Source: an optimization exercise on an open RTL-to-GDS flow (aim: small area). Production flows keep margins and buffers that such runs may drop. Only simulation tests tie the RTL to the original design; equivalence was not proved. No activity file was given, so power comes from the tool's default toggle rates.

// servo_xcvr
module servo_xcvr (
    input  wire         clk,
    input  wire         rst,           
    input  wire         host_we,
    input  wire [5:0]   host_addr,
    input  wire [7:0]   host_wdata,
    output reg  [7:0]   host_rdata,
    output wire         tp_req,
    output wire         tp_op,         
    output reg  [4:0]   tp_len,        
    output wire [127:0] tp_wdata,      
    input  wire         tp_ack,
    input  wire         tp_err,
    input  wire [4:0]   tp_cnt,        
    input  wire [95:0]  tp_rdata,      
    input  wire [15:0]  now_ms
);
    localparam [2:0] S_IDLE   = 3'd0;
    localparam [2:0] S_SEND   = 3'd1;
    localparam [2:0] S_ECHO   = 3'd2;
    localparam [2:0] S_HEADER = 3'd3;
    localparam [2:0] S_BODY   = 3'd4;
    reg  [2:0]   state;
    reg          done, rejected, reply_exp;
    reg  [7:0]   result;
    reg  [7:0]   req_id, req_cmd, req_np;
    reg  [79:0]  req_p;
    reg  [3:0]   tx_L;           
    reg  [7:0]   tx_id, tx_cmd;  
    reg  [87:0]  tx_b;           
    reg  [7:0]   rxcnt;
    reg  [127:0] rxbuf;
    reg  [4:0]   echo_rem;
    reg  [4:0]   exp_len;
    reg  [15:0]  deadline;
    integer i;
    wire busy     = |state;
    wire tx_valid = |tx_L;
    wire [4:0] txlen = tx_valid ? {1'b0, tx_L} + 5'd3 : 5'd0;
    wire hw_ctrl   = host_we && host_addr == 6'h00;
    wire [1:0] op  = host_wdata[1:0];
    wire start     = hw_ctrl && op != 2'd0 && !busy;
    wire st_enc    = start && op[0];             
    wire st_dec    = start && op == 2'd2;
    wire st_tra    = start && op == 2'd3;
    wire step      = busy && tp_ack;
    wire in_send   = state == S_SEND;
    wire in_echo   = state == S_ECHO;
    wire in_hdr    = state == S_HEADER;
    wire in_body   = state == S_BODY;
    wire clr_rx = rst || st_tra;
    wire [3:0]  sh_x  = busy ? rxcnt[3:0] : host_addr[3:0];
    wire [1:0]  sh_hi = sh_x[3:2] - 2'd1;
  ...
clock: 30.0 ns
lec_check: 0
cap_margin: 20
core_margin: 2
core_utilization: 40
slew_margin: 20
standard.sh (not shown) runs the stock make flow with config.mk's settings and CLKGATE_MAP_FILE= SYNTH_SCRIPT=/design/flow/synth_recipe.tcl, a recipe that flattens the netlist after the stock synthesis.
==> flow/flow/run.sh <==
#!/bin/bash
# Layout flow: the standard synthesis, then an area-oriented re-mapping of
# its combinational logic (registers kept as they are: same instances, names
# and cells), then the standard ORFS steps from floorplan to finish.
# Port buffers use the smallest buffer cell; CTS uses clkbuf_4 without
# dummy loads.
set -euo pipefail
export BUFFER_PORTS_ARGS="-buffer_cell sky130_fd_sc_hd__buf_1"
export CTS_ARGS="-sink_clustering_enable -repair_clock_nets -buf_list sky130_fd_sc_hd__clkbuf_4 -dont_use_dummy_load"

R=$PWD/orfs/results/$FLOW_PLATFORM/servo_xcvr/base
LIB=$FLOW_HOME/platforms/$FLOW_PLATFORM/lib/sky130_fd_sc_hd__tt_025C_1v80.lib

bash standard.sh synth > standard_synth.log 2>&1
cp $R/1_2_yosys.v $PWD/std_synth.v

sed -e "s#@LIB@#$LIB#g" -e "s#@IN@#$PWD/std_synth.v#g" -e "s#@OUT@#$PWD/remap.v#g" -e "s#@ABC@#$PWD/flow/abc_area.script#g" \
    flow/remap.ys.in > remap.ys
yosys -l remap.log -q remap.ys > remap.stdout 2>&1

cp $PWD/remap.v $R/1_2_yosys.v
rm -f $R/1_synth.odb $R/1_synth.sdc
bash standard.sh synth > standard_synth2.log 2>&1
bash standard.sh > standard.log 2>&1
==> flow/flow/abc_area.script <==
strash; &get -n; &deepsyn -T 60; &put; dch -f; amap; mfs2; strash; dc2; dch -f; amap
==> flow/flow/remap.ys.in <==
# Re-map the combinational logic of the standard synthesis for area.
# Flip-flop and full-adder cells are kept as instances (keep_hierarchy), so every
# register keeps its instance name and cell type.
read_liberty -ignore_miss_func @LIB@
read_verilog @IN@
hierarchy -top servo_xcvr
setattr -mod -set keep_hierarchy 1 sky130_fd_sc_hd__*df* sky130_fd_sc_hd__fa_*
flatten
opt_clean
tee -o remap_stat_before.txt stat -liberty @LIB@
abc -liberty @LIB@ -dont_use *probe* -dont_use *lpflow* -script @ABC@
opt_clean -purge
setundef -zero
hilomap -singleton -hicell sky130_fd_sc_hd__conb_1 HI -locell sky130_fd_sc_hd__conb_1 LO
insbuf -buf sky130_fd_sc_hd__buf_4 A X
splitnets
opt_clean -purge
tee -o remap_stat_after.txt stat -liberty @LIB@
select servo_xcvr
write_verilog -noattr -nohex -nodec -selected @OUT@
The first run passed the timing, design-rule and antenna checks.
Rerun with:
--- a/flow/flow/run.sh
+++ b/flow/flow/run.sh
@@ -5 +5 @@
-# Port buffers use the smallest buffer cell; CTS uses clkbuf_4 without
+# Port buffers use the smallest buffer cell; CTS uses clkbuf_4 in clusters of at most 7 sinks, without
@@ -9 +9,2 @@
-export CTS_ARGS="-sink_clustering_enable -repair_clock_nets -buf_list sky130_fd_sc_hd__clkbuf_4 -dont_use_dummy_load"
+export REMOVE_ABC_BUFFERS=1
+export CTS_ARGS="-sink_clustering_enable -repair_clock_nets -buf_list sky130_fd_sc_hd__clkbuf_4 -sink_clustering_size 7 -sink_clustering_max_diameter 40 -dont_use_dummy_load"
==> flow/flow/abc_area.script (replaced) <==
strash; dc2; &get -n; &deepsyn -T 60; &put; dch -f; amap; mfs2; strash; dc2; dch -f; amap; mfs2; strash; dc2; dch -f; amap
CORE_UTILIZATION = 50   (was 40)
GPL_TIMING_DRIVEN = 0   (was not set)
Sequential power rose by about 3%.
Clock skew fell by 21 ps.
Wire length fell by 12%.
Die area fell by 20%.
Rerun with:
--- a/flow/flow/run.sh
+++ b/flow/flow/run.sh
@@ -9 +8,0 @@
-export REMOVE_ABC_BUFFERS=1
GPL_TIMING_DRIVEN = not set   (was 0)
Global-route usage rose by 2.4 points.
Fmax rose by roughly a tenth.
Via count rose by a few percent.
Clock power stays flat.
Rerun with:
==> flow/flow/abc_area.script (replaced) <==
strash; &get -n; &deepsyn -T 60; &put; dch -f; amap; mfs2; strash; dc2; dch -f; amap
CORE_UTILIZATION = 40   (was 50)
=>
- worst setup slack gains 1100 ps
- routed wire length grows by 7.1%
- power decreases by about 5.6%
- global-route usage falls by 7.9 points
- via count fell by 3.1%
- die area grows by about 25%
- cell count grows by 5.7%
- hold slack gets worse by 20 ps
- sequential share of layout area falls by 0.51 points
- cell area goes up by 1.4%
- non-clock buffer count is unchanged

========
servo_xcvr, a different RTL version from the one above (not shown whole).
Size in the first run: ~3000 cells after synthesis, roughly 280 I/O pins.
clock: 30.0 ns
lec_check: 0
cap_margin: 20
core_margin: 2
core_utilization: 40
cts_buf_list: sky130_fd_sc_hd__clkbuf_4
slew_margin: 20
run.sh (not shown) runs the stock make flow with config.mk's settings and CLKGATE_MAP_FILE= SYNTH_SCRIPT=/design/flow/synth_recipe.tcl, a recipe that flattens the netlist after the stock synthesis.
Stock flow here: none of the scripts above is used.
The starting point produced a clean layout.
Edit:
==> flow/flow/run.sh (new file) <==
#!/bin/bash
# Layout flow: the standard synthesis, then an area-oriented re-mapping of
# its combinational logic (registers kept as they are: same instances, names
# and cells), then the standard ORFS steps from floorplan to finish.
# Port buffers use the smallest buffer cell; CTS uses clkbuf_2 without
# dummy loads.
set -euo pipefail
export BUFFER_PORTS_ARGS="-buffer_cell sky130_fd_sc_hd__buf_1"
export CTS_ARGS="-sink_clustering_enable -repair_clock_nets -buf_list sky130_fd_sc_hd__clkbuf_2 -dont_use_dummy_load"

R=$PWD/orfs/results/$FLOW_PLATFORM/servo_xcvr/base
LIB=$FLOW_HOME/platforms/$FLOW_PLATFORM/lib/sky130_fd_sc_hd__tt_025C_1v80.lib

bash standard.sh synth > standard_synth.log 2>&1
cp $R/1_2_yosys.v $PWD/std_synth.v

sed -e "s#@LIB@#$LIB#g" -e "s#@IN@#$PWD/std_synth.v#g" -e "s#@OUT@#$PWD/remap.v#g" -e "s#@ABC@#$PWD/flow/abc_area.script#g" \
    flow/remap.ys.in > remap.ys
yosys -l remap.log -q remap.ys > remap.stdout 2>&1

cp $PWD/remap.v $R/1_2_yosys.v
rm -f $R/1_synth.odb $R/1_synth.sdc
bash standard.sh synth > standard_synth2.log 2>&1
bash standard.sh > standard.log 2>&1
==> flow/flow/abc_area.script (new file) <==
strash; &get -n; &deepsyn -T 60; &put; dch -f; amap; mfs2; strash; dc2; dch -f; amap
==> flow/flow/remap.ys.in (new file) <==
# Re-map the combinational logic of the standard synthesis for area.
# Flip-flop cells are kept as instances (keep_hierarchy), so every
# register keeps its instance name and cell type.
read_liberty -ignore_miss_func @LIB@
read_verilog @IN@
hierarchy -top servo_xcvr
setattr -mod -set keep_hierarchy 1 sky130_fd_sc_hd__*df*
flatten
opt_clean
tee -o remap_stat_before.txt stat -liberty @LIB@
abc -liberty @LIB@ -dont_use *probe* -dont_use *lpflow* -script @ABC@
opt_clean -purge
setundef -zero
hilomap -singleton -hicell sky130_fd_sc_hd__conb_1 HI -locell sky130_fd_sc_hd__conb_1 LO
insbuf -buf sky130_fd_sc_hd__buf_4 A X
splitnets
opt_clean -purge
tee -o remap_stat_after.txt stat -liberty @LIB@
select servo_xcvr
write_verilog -noattr -nohex -nodec -selected @OUT@
==> flow/standard.sh (new file) <==
#!/bin/bash
# synth_recipe.tcl (not shown) runs the flow's synth.tcl, then flattens the netlist and writes it again
# the make line also repeats each setting of config.mk as NAME=value (left out here)
make -C /OpenROAD-flow-scripts/flow DESIGN_CONFIG=/design/flow/config.mk WORK_HOME=/design/flow/orfs CLKGATE_MAP_FILE= SYNTH_SCRIPT=/design/flow/synth_recipe.tcl "${@:-finish}"
CAP_MARGIN = 5   (was 20)
CTS_BUF_LIST = not set   (was sky130_fd_sc_hd__clkbuf_4)
SLEW_MARGIN = 5   (was 20)
removed: flow/run.sh
Effect:
- first-iteration DRC count rose by 31%
- total power fell by 44%
- sequential power fell by 5.6%
- routed wire length fell by 0.63%
- worst hold slack is worse by 0.063 ns
- final area fell by 18%

## separate check: timing with driven ports
In the flow no input, the clock included, has a driving cell. The finished layouts below were timed again as built, in two steps.
Step 1 (the two cells are an assumption about what drives the block):
set clk [get_ports {clk}]
set_driving_cell -lib_cell sky130_fd_sc_hd__clkbuf_16 $clk
set_driving_cell -lib_cell sky130_fd_sc_hd__buf_2 [delete_from_list [all_inputs] $clk]
Step 2 moves the port delays by t, midway between the first and last clock arrival at a register: inputs arrive t later, outputs are due t later. That takes back most of the time a late clock gives input paths.
Three values: ideal ports, drivers, drivers and shift; two values: the first two.
| run | shift t [ns] | slack for setup (ns) | hold WS [ns] | worst setup path after step 2 | latest minus earliest clock arrival (ns) |
|---|---|---|---|---|---|
| the first run of note 1 | 0.926 | 12.245 / 12.174 / 11.247 | 0.427 / 0.427 / 0.427 | input to register | 0.145 / 0.145 |
| the second run of note 1 | 0.886 | 9.535 / 9.558 / 8.672 | 0.418 / 0.418 / 0.418 | input to register | 0.123 / 0.122 |
| the third run of note 1 | 0.919 | 11.265 / 11.294 / 10.375 | 0.448 / 0.448 / 0.448 | input to register | 0.121 / 0.120 |
| the fourth run of note 1 | 0.905 | 12.349 / 12.302 / 11.397 | 0.428 / 0.428 / 0.428 | input to register | 0.150 / 0.150 |
| the first run of note 2 | 0.954 | 13.982 / 13.898 / 13.264 | 0.494 / 0.494 / 0.494 | input to register | 0.082 / 0.082 |
| the second run of note 2 | 1.169 | 13.166 / 13.144 / 13.144 | 0.431 / 0.431 / 0.431 | input to output | 0.160 / 0.161 |
After both steps every run listed still meets setup and hold. For the first run of note 1, which loses most, drivers alone change the setup slack by -0.071 ns; drivers and shift together by -0.998 ns.
